What follows belongs to an exercise in optimizing a design on an open flow for small area; a production flow would make more cautious choices. Only simulation tests tie the RTL to the original design; equivalence was not proved. The flow treats the clock pin as an ideal source, which a real chip does not have. Power figures rest on the tool's default switching activity, not on a simulated workload.

==> wip/harbor <==
// renard_codec
module renard_codec (
    input  wire        clk,
    input  wire        rst,
    input  wire [31:0] cfg_rate,
    input  wire        cmd_valid,
    output wire        cmd_ready,
    input  wire [1:0]  cmd_op,
    input  wire [9:0]  cmd_n,
    output wire        busy,
    output wire        done,
    output reg  [1:0]  status,
    output wire [9:0]  buf_addr,
    output wire        buf_we,
    output wire [7:0]  buf_wdata,
    input  wire [7:0]  buf_rdata,
    output wire        tx_valid,
    output wire [7:0]  tx_data,
    input  wire        tx_ready,
    input  wire        rx_valid,
    input  wire [7:0]  rx_data,
    output wire        rx_ready,
    output wire        open_valid,
    output wire [31:0] open_rate,
    input  wire        open_ready
);
    localparam [3:0] IDLE    = 4'b0000,
                     IDLE_D  = 4'b0001,    
                     W_SYNC  = 4'b0100,
                     W_CMD   = 4'b0101,
                     W_DATA  = 4'b0110,
                     W_CODE  = 4'b0111,
                     R_HUNT  = 4'b1000,
                     R_AWAIT = 4'b1001,
                     R_DATA  = 4'b1010,
                     R_ESC   = 4'b1011,    
                     I_FILL  = 4'b1100,
                     I_OPEN  = 4'b1101;
    localparam [1:0] ST_OK = 2'd0, ST_FRAMING = 2'd1, ST_INVALID = 2'd2, ST_ILLEGAL = 2'd3;
    reg [3:0]  phase;
    reg [8:0]  idx;       
    reg [9:0]  N;         
    reg        bound;     
    reg [31:0] rate;
    wire idle    = ~phase[3] & ~phase[2];
    wire in_w    = ~phase[3] &  phase[2];
    wire in_r    =  phase[3] & ~phase[2];
    wire in_i    =  phase[3] &  phase[2];
  ...
clock: 8.0 ns
lec_check: 0
cap_margin: 20
core_margin: 2
core_utilization: 40
place_density: 0.6
slew_margin: 20
standard.sh (not shown) runs the stock make flow with config.mk's settings and CLKGATE_MAP_FILE= SYNTH_SCRIPT=/design/flow/synth_recipe.tcl, a recipe that flattens the netlist after the stock synthesis.
==> flow/flow/run.sh <==
#!/bin/bash
# ORFS layout (the standard.sh) with:
#  - the standard flow's synthesis script, with ABC run on an area-oriented script;
#  - minimum-size (buf_1) port buffers;
#  - the clock distributed by four buffers, one per quarter of the registers (pre_cts.tcl),
#    in place of the clock tree synthesis H-tree.
# Every tool's output goes to the ORFS logs under orfs/logs and to standard.log here.
set -euo pipefail
here=$(pwd)
{ head -n 1 synth_recipe.tcl; cat flow/abc_override.tcl; tail -n +2 synth_recipe.tcl; } > own_synth.tcl
export MY_ABC_SCRIPT=$here/flow/abc_area.abc
export BUFFER_PORTS_ARGS="-buffer_cell sky130_fd_sc_hd__buf_1"
export ONE_CLKBUF=sky130_fd_sc_hd__clkbuf_8
export PRE_CTS_TCL=$here/flow/pre_cts.tcl
export CTS_ARGS="-clk_nets clk -sink_clustering_enable -repair_clock_nets -dont_use_dummy_load -buf_list sky130_fd_sc_hd__clkbuf_4"
bash standard.sh SYNTH_SCRIPT=$here/own_synth.tcl finish > standard.log 2>&1
==> flow/flow/abc_area.abc <==
strash; &get -n; &fraig -x; &put; scorr; dc2; strash; &get -n; &dch -f; &nf -R 1000; &put
==> flow/flow/abc_override.tcl <==
# Replaces ORFS's ABC call: same liberty and don't-use cells, but an area-oriented script
# (flow/abc_area.abc) instead of the delay-driven one; registers are not passed to ABC.
proc abc {args} {
  set out {}
  set skip 0
  foreach a $args {
    if {$skip} { set skip 0; continue }
    if {$a in {-script -D -constr}} { set skip 1; continue }
    lappend out $a
  }
  yosys abc {*}$out -script $::env(MY_ABC_SCRIPT)
}
==> flow/flow/pre_cts.tcl <==
# Clock distribution without a tree: the registers are split into four groups by position
# (halves by x, then halves by y), and one clock buffer at the centre of each group drives
# that group's clock pins. The clock port then feeds only the four buffers.
set block [ord::get_db_block]
set dbu [$block getDbUnitsPerMicron]
set items {}
foreach pin [get_pins -of_objects [get_nets clk]] {
  if { [get_property $pin direction] ne "input" } { continue }
  set iname [get_full_name [get_cells -of_objects $pin]]
  set inst [$block findInst [string map {"\[" "\\\[" "\]" "\\\]"} $iname]]
  set bb [$inst getBBox]
  set x [expr {([$bb xMin] + [$bb xMax]) / 2.0 / $dbu}]
  set y [expr {([$bb yMin] + [$bb yMax]) / 2.0 / $dbu}]
  lappend items [list $x $y $pin]
}
proc halves { l key } {
  set s [lsort -real -index $key $l]
  set h [expr {[llength $s] / 2}]
  return [list [lrange $s 0 [expr {$h - 1}]] [lrange $s $h end]]
}
set groups {}
foreach half [halves $items 0] {
  foreach q [halves $half 1] { lappend groups $q }
}
set i 0
foreach g $groups {
  if { [llength $g] == 0 } { continue }
  set sx 0.0
  set sy 0.0
  set pins {}
  foreach it $g {
    set sx [expr {$sx + [lindex $it 0]}]
    set sy [expr {$sy + [lindex $it 1]}]
    lappend pins [lindex $it 2]
  }
  set n [llength $g]
  set cx [expr {$sx / $n}]
  set cy [expr {$sy / $n}]
  puts "pre_cts: group $i, $n clock pins, buffer at $cx $cy"
  insert_buffer -buffer_cell $::env(ONE_CLKBUF) -net clk -load_pins $pins \
    -location [list $cx $cy] -buffer_name clkbuf_grp$i
  incr i
}
==> wip/raven: changes against wip/harbor <==
==> flow/flow/run.sh (replaced) <==
#!/bin/bash
# Standard ORFS layout with minimum-size port buffers and a single-buffer clock tree.
set -euo pipefail
here=$(pwd)
export BUFFER_PORTS_ARGS="-buffer_cell sky130_fd_sc_hd__buf_1"
export ONE_CLKBUF=sky130_fd_sc_hd__clkbuf_8
export PRE_CTS_TCL=$here/flow/pre_cts.tcl
export CTS_ARGS="-clk_nets clk -sink_clustering_enable -repair_clock_nets -dont_use_dummy_load -buf_list sky130_fd_sc_hd__clkbuf_4"
bash standard.sh > standard.log 2>&1
==> flow/flow/pre_cts.tcl (replaced) <==
# One clock buffer at the centre of the registers drives every register clock pin; the
# clock tree synthesis that follows then only sees the port net with a single sink.
set block [ord::get_db_block]
set sx 0
set sy 0
set n 0
foreach inst [$block getInsts] {
  if { [[$inst getMaster] isSequential] } {
    set bb [$inst getBBox]
    set sx [expr {$sx + [$bb xCenter]}]
    set sy [expr {$sy + [$bb yCenter]}]
    incr n
  }
}
set dbu [$block getDbUnitsPerMicron]
set x [expr {double($sx) / $n / $dbu}]
set y [expr {double($sy) / $n / $dbu}]
puts "pre_cts: $n registers, clock buffer at $x $y"
insert_buffer -buffer_cell $::env(ONE_CLKBUF) -net clk -location [list $x $y] -buffer_name clkbuf_regs
removed: flow/flow/abc_area.abc
removed: flow/flow/abc_override.tcl
==> wip/juniper: changes against wip/harbor <==
--- a/flow/flow/run.sh
+++ b/flow/flow/run.sh
@@ -13,4 +13,4 @@
 export ONE_CLKBUF=sky130_fd_sc_hd__clkbuf_8
 export PRE_CTS_TCL=$here/flow/pre_cts.tcl
-export CTS_ARGS="-clk_nets clk -sink_clustering_enable -repair_clock_nets -dont_use_dummy_load -buf_list sky130_fd_sc_hd__clkbuf_4"
+export CTS_ARGS="-clk_nets clk -sink_clustering_enable -repair_clock_nets -dont_use_dummy_load -buf_list sky130_fd_sc_hd__clkbuf_8"
 bash standard.sh SYNTH_SCRIPT=$here/own_synth.tcl finish > standard.log 2>&1
==> notes <==
Fmax: wip/harbor is higher than wip/juniper (about 3.7%).
Between wip/juniper and wip/harbor, the lower sequential share of layout area is in wip/harbor (gap 0.37 points).
Between wip/harbor and wip/juniper, the lower register-to-register slack is in wip/harbor (gap 0.05 ns).
In wip/juniper the synthesized cell count is smaller than in wip/raven, by about 6%.
Against wip/juniper, the utilization of wip/harbor is higher by 0.40 points.
In wip/harbor the hold slack is worse than in wip/juniper, by 0.0016 ns.
Clock power: wip/harbor is higher than wip/juniper (28%).
Against wip/harbor, the area after synthesis of wip/raven is larger by 9.8%.
wip/juniper completed with no timing, DRC or antenna violations. wip/harbor completed with no timing, DRC or antenna violations. wip/raven stopped in clock tree synthesis (4_1_cts).
In flip-flop and latch count, wip/juniper and wip/harbor do not differ.
Of wip/juniper and wip/harbor, wip/harbor has the higher routed wire length (gap 1.0%, measured against wip/harbor).
Against wip/juniper, the final area of wip/harbor is higher by 0.77%.
==> figures <==
metric                                                                          wip/harbor                       wip/raven            wip/juniper
Run status                                                        timing/DRC/antenna clean       aborted with a tool error  timing/DRC/antenna clean
Failing step                                                                             -  clock tree synthesis (4_1_cts)                      -
Reported combinational group power                                             0.0000761 W                               -            0.0000760 W
Biggest cell delay along the critical path                                         0.38 ns                               -                0.36 ns
Crit path buf inv count                                                                  2                               -                      2
Post-route insts no fill                                                               447                               -                    443
Wire length on met3                                                                 638 um                               -                 602 um
Share of the final layout cell area in multi-input gates                             29.5%                               -                  29.8%
Die Span Y                                                                         84.4 um                         88.2 um                84.4 um
Hold Slack                                                                        0.537 ns                               -               0.538 ns
Power of the sequential group                                                   0.000352 W                               -             0.000352 W
Sw Ratio                                                                             24.8%                               -                  23.5%
Share of final-layout standard cells stronger than drive strength 1                  2.71%                               -                  1.91%
Xor and xnor fraction of the mapped netlist area                                     2.71%                           3.70%                  2.71%
Critical Path Most Common Cell                                       sky130_fd_sc_hd__ha_1                               -  sky130_fd_sc_hd__ha_1
Non-clock inverters                                                                      9                               -                      9
Startpoint kind of the worst setup timing path                                   input pin                               -              input pin
Sequential share of the synthesized area                                             61.2%                           55.7%                  61.2%
Reg power frac                                                                       61.1%                               -                  64.7%
Gate count of the mapped netlist                                                       230                             244                    230
Pin count of the biggest net entering global routing                                    44                               -                     44
GRT Max-Usage Layer                                                                   met2                               -                   met2
Clock latency on the worst-skew pair                                               0.43 ns                               -                0.15 ns
Hold path cells                                                                          2                               -                      2

-- what the ideal ports hide --
The results above use ideal ports. As a check the final layouts listed here were re-extracted and re-timed, cells and wires unchanged. Step 1 assumes that a clkbuf_16 drives the clock port and a buf_2 every other input. Step 2 moves the port delays by t, midway between the first and last clock arrival at a register: inputs arrive t later, outputs are due t later. That takes back most of the time a late clock gives input paths. a / b / c = no drivers / after step 1 / after step 2; a / b = the first two.
run	t, ns	slack for setup (ns)	latest minus earliest clock arrival (ns)	cell pins on the clock port's net
wip/harbor	0.445	1.993 / 1.995 / 1.550	0.020 / 0.019	1
wip/juniper	0.200	1.769 / 1.800 / 1.601	0.015 / 0.015	4
After both steps every run listed still meets setup and hold. The setup slack of wip/harbor, which loses most, moves by +0.002 ns with the drivers and by -0.443 ns with both steps.
